Background: an optimization exercise with open tools, aiming at small area. Do not read the settings as production practice.
The RTL was checked by simulation tests, not by an equivalence proof against the original design.
Power and IR drop assume default switching activity.

[flow/config.mk]
export PLATFORM = sky130hd
export DESIGN_NAME = ubxcodec
export DESIGN_NICKNAME = ubxcodec
export VERILOG_FILES = /design/flow/design.v
export SDC_FILE = /design/flow/constraint.sdc
export NUM_CORES = 4
export LEC_CHECK = 0
export CAP_MARGIN = 20
export CORE_MARGIN = 2
export CORE_UTILIZATION = 40
export SLEW_MARGIN = 20
[flow/constraint.sdc]
create_clock -name core_clock -period 10.0 [get_ports {clk}]
set_input_delay 2.0000 -clock core_clock [delete_from_list [all_inputs] [get_ports {clk}]]
set_output_delay 2.0000 -clock core_clock [all_outputs]
set_load 0.01 [all_outputs]
[flow/design.v]
module ubxcodec (
    input  wire        clk,
    input  wire        rst,           
    input  wire        reg_we,
    input  wire [3:0]  reg_waddr,
    input  wire [31:0] reg_wdata,
    input  wire [3:0]  reg_raddr,
    output reg  [31:0] reg_rdata,
    output wire        done_irq,
    output wire        txbuf_re,
    output wire [14:0] txbuf_addr,
    input  wire [7:0]  txbuf_rdata,
    output wire        rxbuf_we,
    output wire [14:0] rxbuf_waddr,
    output wire [7:0]  rxbuf_wdata,
    output wire        rx_req,
    input  wire        rx_valid,
    input  wire        rx_none,
    input  wire [7:0]  rx_data,
    input  wire        tick,
    output reg         tx_valid,
    output reg  [7:0]  tx_data,
    input  wire        tx_ready,
    input  wire        sin_valid,
    input  wire [9:0]  sin_sym,
    output reg         sin_ready,
    output reg         sout_valid,
    output reg  [9:0]  sout_sym,
    input  wire        sout_ready,
    input  wire        din_valid,
    input  wire [7:0]  din_data,
    output reg         din_ready
);
    localparam [14:0] MAX_PAYLOAD        = 15'd32767;
    localparam        CFG_FRAME_DEADLINE = 1'b0;
    localparam [3:0] R_CMD = 4'd0, R_STATUS = 4'd1, R_RESULT = 4'd2, R_ARG_CLSID = 4'd3,
                     R_ARG_LEN = 4'd4, R_ARG_NAME = 4'd5, R_TIMEOUT = 4'd6, R_ELAPSED = 4'd7,
                     R_MSG_CLSID = 4'd8, R_MSG_LEN = 4'd9, R_CKOUT = 4'd10, R_RCKOUT = 4'd11,
                     R_XOUT = 4'd12, R_CONFIG = 4'd13;
    localparam [7:0] RES_IDLE = 8'h00, RES_OK = 8'h01, RES_NO_MESSAGE = 8'h02,
                     ERR_PAYLOAD_TOO_LARGE = 8'h10, ERR_UNKNOWN_MESSAGE_TYPE = 8'h11,
                     ERR_FRAMING = 8'h12, ERR_CHECKSUM_MISMATCH = 8'h13, ERR_TRANSPORT = 8'h14,
                     ERR_TEXT_FORMAT = 8'h15, ERR_BAD_COMMAND = 8'h16;
    localparam [1:0] SYM_CH = 2'b00, SYM_FS = 2'b01, SYM_END = 2'b10;
    localparam [5:0]
        IDLE    = 6'd0,
        E_SYNC1 = 6'd1,  E_SYNC2 = 6'd2,  E_CLS  = 6'd3,  E_ID    = 6'd4,  E_LEN0 = 6'd5,
        E_LEN1  = 6'd6,  E_PAY   = 6'd7,  E_CKA  = 6'd8,  E_CKB   = 6'd9,
        R_SEEK  = 6'd10, R_SYNC2 = 6'd11, R_CLS  = 6'd12, R_ID    = 6'd13, R_LEN0 = 6'd14,
        R_LEN1  = 6'd15, R_PAY   = 6'd16, R_CKA  = 6'd17, R_CKB   = 6'd18,
        T_FIRST = 6'd19, T_BODY  = 6'd20, T_HEXHI = 6'd21, T_HEXLO = 6'd22, T_CR  = 6'd23,
        T_LF    = 6'd24,
        N_START = 6'd25, N_BODY  = 6'd26, N_HEX1 = 6'd27, N_HEX2  = 6'd28, N_CR   = 6'd29,
        N_LF    = 6'd30,
        C_CK2   = 6'd31, C_CKX   = 6'd32;
    reg [5:0]  opstate;
    reg        done, msg_valid, fe_sync2;
    reg [7:0]  result;
    reg [15:0] arg_clsid, arg_len;
    reg [7:0]  arg_name;
    reg [31:0] timeout, elapsed;
    reg [7:0]  ck_a, ck_b, xacc;
    reg [7:0]  cls, id;
    reg [15:0] len, cnt;
    reg [7:0]  rck_a, rck_b, rxck;
    reg [7:0]  msg_cls, msg_id;
    reg [15:0] msg_len;
    wire busy = (opstate != IDLE);
    wire rx_state = (opstate >= R_SEEK) && (opstate <= R_CKB);
    wire expired = (elapsed > timeout);
    wire deadline = CFG_FRAME_DEADLINE && expired;
    function [3:0] hexval;
        input [7:0] b;
        begin
            if (b >= 8'h30 && b <= 8'h39) hexval = b[3:0];
            else                          hexval = b[3:0] + 4'd9;     
        end
    endfunction
    function is_hex;
        input [7:0] b;
        begin
            is_hex = (b >= 8'h30 && b <= 8'h39) || (b >= 8'h41 && b <= 8'h46);
        end
    endfunction
    function [7:0] hexchar;
        input [3:0] n;
        begin
            if (n <= 4'd9) hexchar = 8'h30 + {4'd0, n};
            else           hexchar = 8'h37 + {4'd0, n};
        end
    endfunction
    wire [7:0] ck_in;
    wire [7:0] ck_a_next = ck_a + ck_in;
    wire [7:0] ck_b_next = ck_b + ck_a_next;
    wire [7:0] sin_ch = sin_sym[7:0];
    wire [1:0] sin_kind = sin_sym[9:8];
    always @(*) begin
        tx_valid  = 1'b0;
        tx_data   = 8'h00;
        sin_ready = 1'b0;
        case (opstate)
            E_SYNC1: begin tx_valid = 1'b1; tx_data = 8'hB5; end
            E_SYNC2: begin tx_valid = 1'b1; tx_data = 8'h62; end
            E_CLS:   begin tx_valid = 1'b1; tx_data = cls; end
            E_ID:    begin tx_valid = 1'b1; tx_data = id; end
            E_LEN0:  begin tx_valid = 1'b1; tx_data = len[7:0]; end
            E_LEN1:  begin tx_valid = 1'b1; tx_data = len[15:8]; end
            E_PAY:   begin tx_valid = 1'b1; tx_data = txbuf_rdata; end
            E_CKA:   begin tx_valid = 1'b1; tx_data = ck_a; end
            E_CKB:   begin tx_valid = 1'b1; tx_data = ck_b; end
            T_FIRST: begin
                if (sin_valid && sin_kind == SYM_CH && sin_ch == 8'h24) begin
                    tx_valid  = 1'b1;
                    tx_data   = 8'h24;
                    sin_ready = tx_ready;
                end else begin
                    sin_ready = 1'b1;
                end
            end
            T_BODY: begin
                if (sin_valid && sin_kind == SYM_CH) begin
                    tx_valid = 1'b1; tx_data = sin_ch; sin_ready = tx_ready;
                end else if (sin_valid && sin_kind == SYM_FS) begin
                    tx_valid = 1'b1; tx_data = 8'h2C; sin_ready = tx_ready;
                end else if (sin_valid && sin_kind == SYM_END) begin
                    tx_valid = 1'b1; tx_data = 8'h2A; sin_ready = tx_ready;
                end else begin
                    sin_ready = 1'b1;
                end
            end
            T_HEXHI: begin tx_valid = 1'b1; tx_data = hexchar(xacc[7:4]); end
            T_HEXLO: begin tx_valid = 1'b1; tx_data = hexchar(xacc[3:0]); end
            T_CR:    begin tx_valid = 1'b1; tx_data = 8'h0D; end
            T_LF:    begin tx_valid = 1'b1; tx_data = 8'h0A; end
            default: ;
        endcase
    end
    always @(*) begin
        sout_valid = 1'b0;
        sout_sym   = 10'h000;
        din_ready  = 1'b0;
        case (opstate)
            N_START: begin
                if (din_valid && din_data == 8'h24) begin
                    sout_valid = 1'b1; sout_sym = {SYM_CH, 8'h24}; din_ready = sout_ready;
                end else begin
                    din_ready = 1'b1;
                end
            end
            N_BODY: begin
                if (din_valid && din_data == 8'h2C) begin
                    sout_valid = 1'b1; sout_sym = {SYM_FS, 8'h00}; din_ready = sout_ready;
                end else if (din_valid && din_data != 8'h2A && din_data != 8'h0D &&
                             din_data != 8'h0A && din_data != 8'h24) begin
                    sout_valid = 1'b1; sout_sym = {SYM_CH, din_data}; din_ready = sout_ready;
                end else begin
                    din_ready = 1'b1;
                end
            end
            N_HEX1, N_HEX2, N_CR: din_ready = 1'b1;
            N_LF: begin
                if (din_valid && din_data == 8'h0A && rxck == xacc) begin
                    sout_valid = 1'b1; sout_sym = {SYM_END, 8'h00}; din_ready = sout_ready;
                end else begin
                    din_ready = 1'b1;
                end
            end
            default: ;
        endcase
    end
    wire tx_fire  = tx_valid && tx_ready;
    wire sin_fire = sin_valid && sin_ready;
    wire din_fire = din_valid && din_ready;
    wire rx_fire  = rx_req && rx_valid;
    assign rx_req     = rx_state;
    assign txbuf_re   = (opstate == E_PAY) ||
                        ((opstate == C_CK2 || opstate == C_CKX) && cnt != arg_len);
    assign txbuf_addr = cnt[14:0];
    assign rxbuf_we    = (opstate == R_PAY) && rx_fire && !rx_none && !deadline;
    assign rxbuf_waddr = cnt[14:0];
    assign rxbuf_wdata = rx_data;
    assign ck_in = rx_state ? rx_data : (opstate == E_PAY || opstate == C_CK2) ? txbuf_rdata : tx_data;
    assign done_irq = done;
    always @(*) begin
        case (reg_raddr)
            R_STATUS:    reg_rdata = {28'd0, fe_sync2, msg_valid, done, busy};
            R_RESULT:    reg_rdata = {24'd0, result};
            R_ARG_CLSID: reg_rdata = {16'd0, arg_clsid};
            R_ARG_LEN:   reg_rdata = {16'd0, arg_len};
            R_ARG_NAME:  reg_rdata = {24'd0, arg_name};
            R_TIMEOUT:   reg_rdata = timeout;
            R_ELAPSED:   reg_rdata = elapsed;
            R_MSG_CLSID: reg_rdata = {16'd0, msg_id, msg_cls};
            R_MSG_LEN:   reg_rdata = {16'd0, msg_len};
            R_CKOUT:     reg_rdata = {16'd0, ck_b, ck_a};
            R_RCKOUT:    reg_rdata = {16'd0, rck_b, rck_a};
            R_XOUT:      reg_rdata = {16'd0, rxck, xacc};
            R_CONFIG:    reg_rdata = {16'd0, CFG_FRAME_DEADLINE, MAX_PAYLOAD};
            default:     reg_rdata = 32'd0;
        endcase
    end
    wire        cmd_fire = reg_we && !busy && reg_waddr == R_CMD;
    wire [7:0]  op       = reg_wdata[7:0];
    wire [15:0] rx_len   = {rx_data, len[7:0]};
    task complete;
        input [7:0] code;
        begin
            result  <= code;
            done    <= 1'b1;
            opstate <= IDLE;
        end
    endtask
    always @(posedge clk) begin
        if (rst) begin
            opstate   <= IDLE;
            done      <= 1'b0;
            msg_valid <= 1'b0;
            fe_sync2  <= 1'b0;
            result    <= RES_IDLE;
            arg_clsid <= 16'd0;
            arg_len   <= 16'd0;
            arg_name  <= 8'd0;
            timeout   <= 32'd0;
            elapsed   <= 32'd0;
            ck_a      <= 8'd0;
            ck_b      <= 8'd0;
            xacc      <= 8'd0;
            cls       <= 8'd0;
            id        <= 8'd0;
            len       <= 16'd0;
            cnt       <= 16'd0;
            rck_a     <= 8'd0;
            rck_b     <= 8'd0;
            rxck      <= 8'd0;
            msg_cls   <= 8'd0;
            msg_id    <= 8'd0;
            msg_len   <= 16'd0;
        end else begin
            if (tick && rx_state && elapsed != 32'hFFFFFFFF)
                elapsed <= elapsed + 32'd1;
            if (reg_we && !busy) begin
                case (reg_waddr)
                    R_ARG_CLSID: arg_clsid <= reg_wdata[15:0];
                    R_ARG_LEN:   arg_len   <= reg_wdata[15:0];
                    R_ARG_NAME:  arg_name  <= reg_wdata[7:0];
                    R_TIMEOUT:   timeout   <= reg_wdata;
                    default: ;
                endcase
            end
            case (opstate)
                IDLE: begin
                    if (cmd_fire) begin
                        done <= 1'b0;
                        case (op)
                            8'h01, 8'h02: begin        
                                if (arg_len > 16'd32768) begin
                                    result <= ERR_PAYLOAD_TOO_LARGE;
                                    done   <= 1'b1;
                                end else begin
                                    cnt <= 16'd0;
                                    if (op == 8'h01) begin
                                        ck_a <= 8'd0;
                                        ck_b <= 8'd0;
                                        opstate <= C_CK2;
                                    end else begin
                                        xacc <= 8'd0;
                                        opstate <= C_CKX;
                                    end
                                end
                            end
                            8'h03: begin               
                                done <= 1'b1;
                                result <= RES_OK;
                                case (arg_name)
                                    8'h00: arg_clsid <= 16'h0106;
                                    8'h01: arg_clsid <= 16'h2406;
                                    8'h02: arg_clsid <= 16'h0906;
                                    8'h80: arg_clsid <= 16'h01F0;
                                    8'h81: arg_clsid <= 16'h04F0;
                                    8'h82: arg_clsid <= 16'h03F0;
                                    default: result <= ERR_UNKNOWN_MESSAGE_TYPE;
                                endcase
                            end
                            8'h04: begin               
                                if (arg_len[15]) begin
                                    result <= ERR_PAYLOAD_TOO_LARGE;
                                    done   <= 1'b1;
                                end else begin
                                    cls  <= arg_clsid[7:0];
                                    id   <= arg_clsid[15:8];
                                    len  <= arg_len;
                                    ck_a <= 8'd0;
                                    ck_b <= 8'd0;
                                    cnt  <= 16'd0;
                                    opstate <= E_SYNC1;
                                end
                            end
                            8'h05: begin               
                                elapsed   <= 32'd0;
                                fe_sync2  <= 1'b0;
                                msg_valid <= 1'b0;
                                opstate   <= R_SEEK;
                            end
                            8'h06: begin               
                                xacc <= 8'd0;
                                opstate <= T_FIRST;
                            end
                            8'h07: begin               
                                xacc <= 8'd0;
                                rxck <= 8'd0;
                                opstate <= N_START;
                            end
                            default: begin
                                result <= ERR_BAD_COMMAND;
                                done   <= 1'b1;
                            end
                        endcase
                    end
                end
                C_CK2: begin
                    if (cnt == arg_len) begin
                        complete(RES_OK);
                    end else begin
                        ck_a <= ck_a_next;
                        ck_b <= ck_b_next;
                        cnt  <= cnt + 16'd1;
                    end
                end
                C_CKX: begin
                    if (cnt == arg_len) begin
                        complete(RES_OK);
                    end else begin
                        xacc <= xacc ^ txbuf_rdata;
                        cnt  <= cnt + 16'd1;
                    end
                end
                E_SYNC1: if (tx_fire) opstate <= E_SYNC2;
                E_SYNC2: if (tx_fire) opstate <= E_CLS;
                E_CLS: if (tx_fire) begin
                    ck_a <= ck_a_next; ck_b <= ck_b_next; opstate <= E_ID;
                end
                E_ID: if (tx_fire) begin
                    ck_a <= ck_a_next; ck_b <= ck_b_next; opstate <= E_LEN0;
                end
                E_LEN0: if (tx_fire) begin
                    ck_a <= ck_a_next; ck_b <= ck_b_next; opstate <= E_LEN1;
                end
                E_LEN1: if (tx_fire) begin
                    ck_a <= ck_a_next; ck_b <= ck_b_next;
                    opstate <= (len == 16'd0) ? E_CKA : E_PAY;
                end
                E_PAY: if (tx_fire) begin
                    ck_a <= ck_a_next; ck_b <= ck_b_next;
                    cnt  <= cnt + 16'd1;
                    if (cnt + 16'd1 == len) opstate <= E_CKA;
                end
                E_CKA: if (tx_fire) opstate <= E_CKB;
                E_CKB: if (tx_fire) complete(RES_OK);
                R_SEEK: if (rx_fire) begin
                    if (expired)
                        complete(RES_NO_MESSAGE);
                    else if (!rx_none && rx_data == 8'hB5)
                        opstate <= R_SYNC2;
                end
                R_SYNC2, R_CLS, R_ID, R_LEN0, R_LEN1, R_PAY, R_CKA, R_CKB: if (rx_fire) begin
                    if (deadline) begin
                        complete(RES_NO_MESSAGE);
                    end else if (rx_none) begin
                        complete(ERR_TRANSPORT);
                    end else begin
                        case (opstate)
                            R_SYNC2: begin
                                if (rx_data == 8'h62) begin
                                    ck_a <= 8'd0; ck_b <= 8'd0; opstate <= R_CLS;
                                end else begin
                                    fe_sync2 <= 1'b1; opstate <= R_SEEK;
                                end
                            end
                            R_CLS: begin
                                cls <= rx_data; ck_a <= ck_a_next; ck_b <= ck_b_next;
                                opstate <= R_ID;
                            end
                            R_ID: begin
                                id <= rx_data; ck_a <= ck_a_next; ck_b <= ck_b_next;
                                opstate <= R_LEN0;
                            end
                            R_LEN0: begin
                                len[7:0] <= rx_data; ck_a <= ck_a_next; ck_b <= ck_b_next;
                                opstate <= R_LEN1;
                            end
                            R_LEN1: begin
                                len <= rx_len; ck_a <= ck_a_next; ck_b <= ck_b_next;
                                cnt <= 16'd0;
                                if (rx_len[15] || rx_len[14:0] > MAX_PAYLOAD)
                                    complete(ERR_FRAMING);
                                else if (rx_len == 16'd0)
                                    opstate <= R_CKA;
                                else
                                    opstate <= R_PAY;
                            end
                            R_PAY: begin
                                ck_a <= ck_a_next; ck_b <= ck_b_next;
                                cnt  <= cnt + 16'd1;
                                if (cnt + 16'd1 == len) opstate <= R_CKA;
                            end
                            R_CKA: begin
                                rck_a <= rx_data; opstate <= R_CKB;
                            end
                            default: begin     
                                rck_b <= rx_data;
                                if (rck_a == ck_a && rx_data == ck_b) begin
                                    msg_cls   <= cls;
                                    msg_id    <= id;
                                    msg_len   <= len;
                                    msg_valid <= 1'b1;
                                    complete(RES_OK);
                                end else begin
                                    complete(ERR_CHECKSUM_MISMATCH);
                                end
                            end
                        endcase
                    end
                end
                T_FIRST: if (sin_fire) begin
                    if (sin_kind == SYM_CH && sin_ch == 8'h24) opstate <= T_BODY;
                    else complete(ERR_TEXT_FORMAT);
                end
                T_BODY: if (sin_fire) begin
                    case (sin_kind)
                        SYM_CH:  xacc <= xacc ^ sin_ch;
                        SYM_FS:  xacc <= xacc ^ 8'h2C;
                        SYM_END: opstate <= T_HEXHI;
                        default: complete(ERR_TEXT_FORMAT);
                    endcase
                end
                T_HEXHI: if (tx_fire) opstate <= T_HEXLO;
                T_HEXLO: if (tx_fire) opstate <= T_CR;
                T_CR:    if (tx_fire) opstate <= T_LF;
                T_LF:    if (tx_fire) complete(RES_OK);
                N_START: if (din_fire) begin
                    if (din_data == 8'h24) opstate <= N_BODY;
                    else complete(ERR_TEXT_FORMAT);
                end
                N_BODY: if (din_fire) begin
                    if (din_data == 8'h2A)
                        opstate <= N_HEX1;
                    else if (din_data == 8'h0D || din_data == 8'h0A || din_data == 8'h24)
                        complete(ERR_TEXT_FORMAT);
                    else
                        xacc <= xacc ^ din_data;
                end
                N_HEX1: if (din_fire) begin
                    if (is_hex(din_data)) begin
                        rxck[7:4] <= hexval(din_data); opstate <= N_HEX2;
                    end else begin
                        complete(ERR_TEXT_FORMAT);
                    end
                end
                N_HEX2: if (din_fire) begin
                    if (is_hex(din_data)) begin
                        rxck[3:0] <= hexval(din_data); opstate <= N_CR;
                    end else begin
                        complete(ERR_TEXT_FORMAT);
                    end
                end
                N_CR: if (din_fire) begin
                    if (din_data == 8'h0D) opstate <= N_LF;
                    else complete(ERR_TEXT_FORMAT);
                end
                N_LF: if (din_fire) begin
                    if (din_data != 8'h0A)  complete(ERR_TEXT_FORMAT);
                    else if (rxck == xacc)  complete(RES_OK);
                    else                    complete(ERR_CHECKSUM_MISMATCH);
                end
                default: opstate <= IDLE;
            endcase
        end
    end
endmodule
[flow/run.sh]
#!/bin/bash
# synth_recipe.tcl (not shown) runs the flow's synth.tcl, then flattens the netlist and writes it again
# the make line also repeats each setting of config.mk as NAME=value (left out here)
make -C /OpenROAD-flow-scripts/flow DESIGN_CONFIG=/design/flow/config.mk WORK_HOME=/design/flow/orfs CLKGATE_MAP_FILE= SYNTH_SCRIPT=/design/flow/synth_recipe.tcl finish
==> reports/metrics.yaml <==
worst_setup_path:
  path_class: "in -> out"
  endpoint_kind: "output port"
  rr_endpoint: "ck_b[7]$_SDFFE_PP0P_"
  crit_path_top_delay_cell: "clkdlybuf4s50_1"
  path_delay_family: "buffers and inverters"
  ff2ff_setup_slack_ns: 4.31
  crit_cells: 9
  path_cells: "clkdlybuf4s50_1 -> nand2b_1 -> nor2_1 -> buf_4 -> a22o_1 -> a221oi_1 -> o21ai_0 -> or4_1 -> clkdlybuf4s50_1"
  worstPathMaxFanout: 15
  worst_path_most_repeated_cell: "clkdlybuf4s50_1"
  max_stage_delay_ns: 0.79
  cp.arrival_ns: 5.11
  cp.buffers_inverters: 3
  reg2reg_from: "opstate[1]$_SDFFE_PP0P_"
  required_ns: 8.00
  reg2reg_depth: 20
  cp-start-kind: "input port"
synthesis:
  yosysWarnings: 1
  synth_most_common_cell: "nand2_1"
  synth.cell_area_sq_um: 16900
  synth_top_cell_area_share_pct: 29.1
  yosys.area_share.simple_pct: 26.4
  synthTopCellsByArea: "dfxtp_1, a21oi_1, nand2_1"
  seq_area_frac_synth_pct: 29.1
  synth_mux_area_share_pct: 3.83
  synth_commonest_cells: "nand2_1, dfxtp_1, nor2_1"
  syn_nets: 2393
  synth_xor_area_share_pct: 5.85
  synth_fa_ha_area_share_pct: 4.47
  synth_area_leader_cell: "dfxtp_1"
  synth_enable_flop_cells: 0
  synth_compound_area_share_pct: 23.5
  synth_area_per_cell_sq_um: 7.50
  synth_flop_cell: "dfxtp_1"
  synth_top_family_by_area: "simple AND/OR/NAND/NOR gates"
  ys_async_sr_fraction_pct: 0
  ys_types: 96
  ys_ff_latch: 245
  syn-instance-count: 2250
timing:
  setup_viol: 0
  setup-tns-final_ns: 0
  max_freq_mhz: 141
  rsz0062_at_grt: "no"
  post-route-min-period_ns: 7.11
  whs_ns: 0.476
  slew_viol_final: 0
  slew_headroom_pct: 24.6
  hold_viol_final: 0
  fin_crit_sh_pct: 71.1
  fin_skew_ns: 0.0170
  worst_pin_slew_ns: 1.13
placement:
  io_buffers: 179
  dp_hpwl_um: 55800
  dpl_cell_area_sq_um: 18700
  place.gp.congestion: 1.03
drt:
  drt-pass1-iter-count: 5
  drt_iter0_drc: 2197
  num_vias: 17882
  drt_wl_total_um: 74000
  avgViaCountPerCell: 6.25
  drtAntennaViolNets: 0
  drc: 0
  avgRoutedWirePerCell_um: 25.9
power:
  p_sw_share_pct: 36.1
  cell_internal_pwr_mw: 1.92
  sequentialPowerShare_pct: 34.1
  p_comb_share_pct: 30.9
  p_clk_share_pct: 35.0
  powerDensity_nw_per_um2: 153
  vdd.ir_drop.worst_v: 0.0000899
  cellLeakagePower_nw: 7.12
  switchingPower_mw: 1.08
clocking:
  clkLatencyLatePin_ns: 0.58
  cts_resized: 0
  clockRootBuffer: "clkbuf_16"
  cts_buffer_depth: 3
  post_cts_buffers: 0
  cts_hold_buf: 0
  cts_max_level: 1
  cts_sinks: 245
  cts_buffers: 29
  clkTransAtPathRegs_ns: 0.05
  cts_tree: "done"
floorplan:
  core_area_sq_um: 41800
  io_pins: 180
  die_w_um: 209
  initial_core_util_pct: 40.4
  die-area_sq_um: 43800
  placementRows: 75
  die_y_um: 209
worst_hold_path:
  min_to: "timeout[20]$_SDFFE_PP0P_"
  whs_path_depth: 2
  hp-class: "reg -> reg"
  min_from: "timeout[20]$_SDFFE_PP0P_"
global_route:
  grt.met3_usage_pct: 5.52
  grt-ovfl-total: 0
  grt_pass1_wl_um: 109000
  grtUsageMet1_pct: 44.3
  grt_busiest_layer: "met2"
  track_usage_pct: 32.8
  grt_util_met2_pct: 51.4
  antenna_found_initial: 1
  grt_pass1_vias: 16467
  grt_max_degree: 109
job:
  max_cap_viol_count: 0
layout:
  drive_gt1_share_pct: 5.00
  postLayoutCoreUtil_pct: 47.1
  nets: 2444
  final_area_sq_um: 19700
  area_growth_pct: 16.5
run_status:
  status: "timing/DRC/antenna clean"
cells in the final DEF (no fill, tap or decap), types with 10 or more instances in the layout:
master | synthesis | final
or3_1 | 31 | 31
a21oi_1 | 221 | 218
nand2b_1 | 37 | 37
nand4_1 | 29 | 29
a21o_1 | 18 | 18
clkdlybuf4s50_1 | 0 | 178
and4_1 | 10 | 10
nor3_1 | 45 | 45
mux2i_1 | 60 | 60
dfxtp_1 | 245 | 245
a211oi_1 | 50 | 50
and2_1 | 18 | 18
or4_1 | 14 | 14
clkbuf_16 | 0 | 29
ha_1 | 57 | 57
xor2_1 | 62 | 62
a22o_1 | 52 | 52
inv_1 | 63 | 63
nor2_1 | 241 | 235
o21ai_0 | 66 | 66
a221oi_1 | 27 | 27
xnor2_1 | 48 | 48
o211ai_1 | 10 | 10
nor2b_1 | 20 | 20
a31oi_1 | 18 | 18
nand4b_1 | 10 | 10
nand2_1 | 288 | 288
and3_1 | 15 | 15
buf_4 | 39 | 35
nor4_1 | 27 | 27
a22oi_1 | 30 | 30
nand3_1 | 80 | 80
per-layer routing:
metal	part of all wire, %	vias up
li1	-	8187
met1	42	8563
met2	44	951
met3	8.7	181
met4	5.3	0
met5	0	-
how the worst max path moves through the flow:
| stage | slack (ns) | end | startpoint |
|---|---|---|---|
| finish | 2.89 | reg_rdata[2] | reg_raddr[0] |
| global route | 2.78 | reg_rdata[2] | reg_raddr[0] |
| CTS | 2.80 | reg_rdata[0] | reg_raddr[0] |
| detailed placement | 2.84 | reg_rdata[0] | reg_raddr[0] |
| global placement | 2.86 | reg_rdata[0] | reg_raddr[0] |
| floorplan | 4.28 | ck_b[7]$_SDFFE_PP0P_ | sin_sym[9] |
power groups by stage:
stage                     sequential [mW]  combinational [mW]  clock [mW]
after floorplan                      1.03               0.562           0
after global placement               1.04               0.892           0
after detailed placement             1.04               0.893           0
after CTS                            1.02               0.898        1.06
after global routing                 1.02               0.982        1.10
final                                1.02               0.928        1.05
registers in the layout (all words and copies together), names as in the netlist, 16 cells and up:
signal,flops
arg_len,16
arg_clsid,16
timeout,32
len,16
msg_len,16
cnt,16
elapsed,32
cell families after synthesis:
group / Yosys count
adder cells (fa/ha/maj): 59
AND/OR/NAND/NOR: 916
buffers and inverters: 260
XOR/XNOR: 111
multiplexers: 63
flip-flops: 245
AO/OA/AOI/OAI: 596
tightest hold or removal path: cells and delay by family, from the launching register on:
family	cells	cell delay, ns
flops	1	0.32
simple gates	1	0.06
compound gates	1	0.05
final cells by class:
cell class                 instances  area [sq um]
inverter                          65           244
clock inverter                     8          96.3
tap                              539           674
multi-input combinational       1745         10800
timing repair buffer             215          2080
sequential                       245          4900
clock buffer                      41           811
fill                            4143         22100
antenna                            1          2.50
per-stage QoR:
step	setup slack [ns]	instances	total power, mW
2_1_floorplan	4.28	2250	1.59
4_1_cts	2.80	2857	2.98
5_1_grt	2.78	2858	3.11
6_report	2.89	2859	3.00
3_3_place_gp	2.86	2807	1.94
3_5_place_dp	2.84	2808	1.94

re-timing with driven ports:
Ports are ideal in the flow. The routed layout listed here was re-timed in OpenROAD.
Step 1 assumes that a clkbuf_16 drives the clock port and a buf_2 every other input.
Step 2 times the ports against the registers' clock, not the clock port: input delays grow and output delays shrink by t, the midpoint of the rising clock arrivals with the driver on.
Three values: ideal, step 1, step 2; two values: the first two.
shift t [ns]: 0.631
slack for setup (ns): 2.893 / 2.835 / 2.835
worst setup path at the end: input to output
slew at the worst register clock pin (ns): 0.07 / 0.07
After both steps this run still meets setup and hold. For this run, drivers alone change the setup slack by -0.058 ns; drivers and shift together by -0.058 ns.
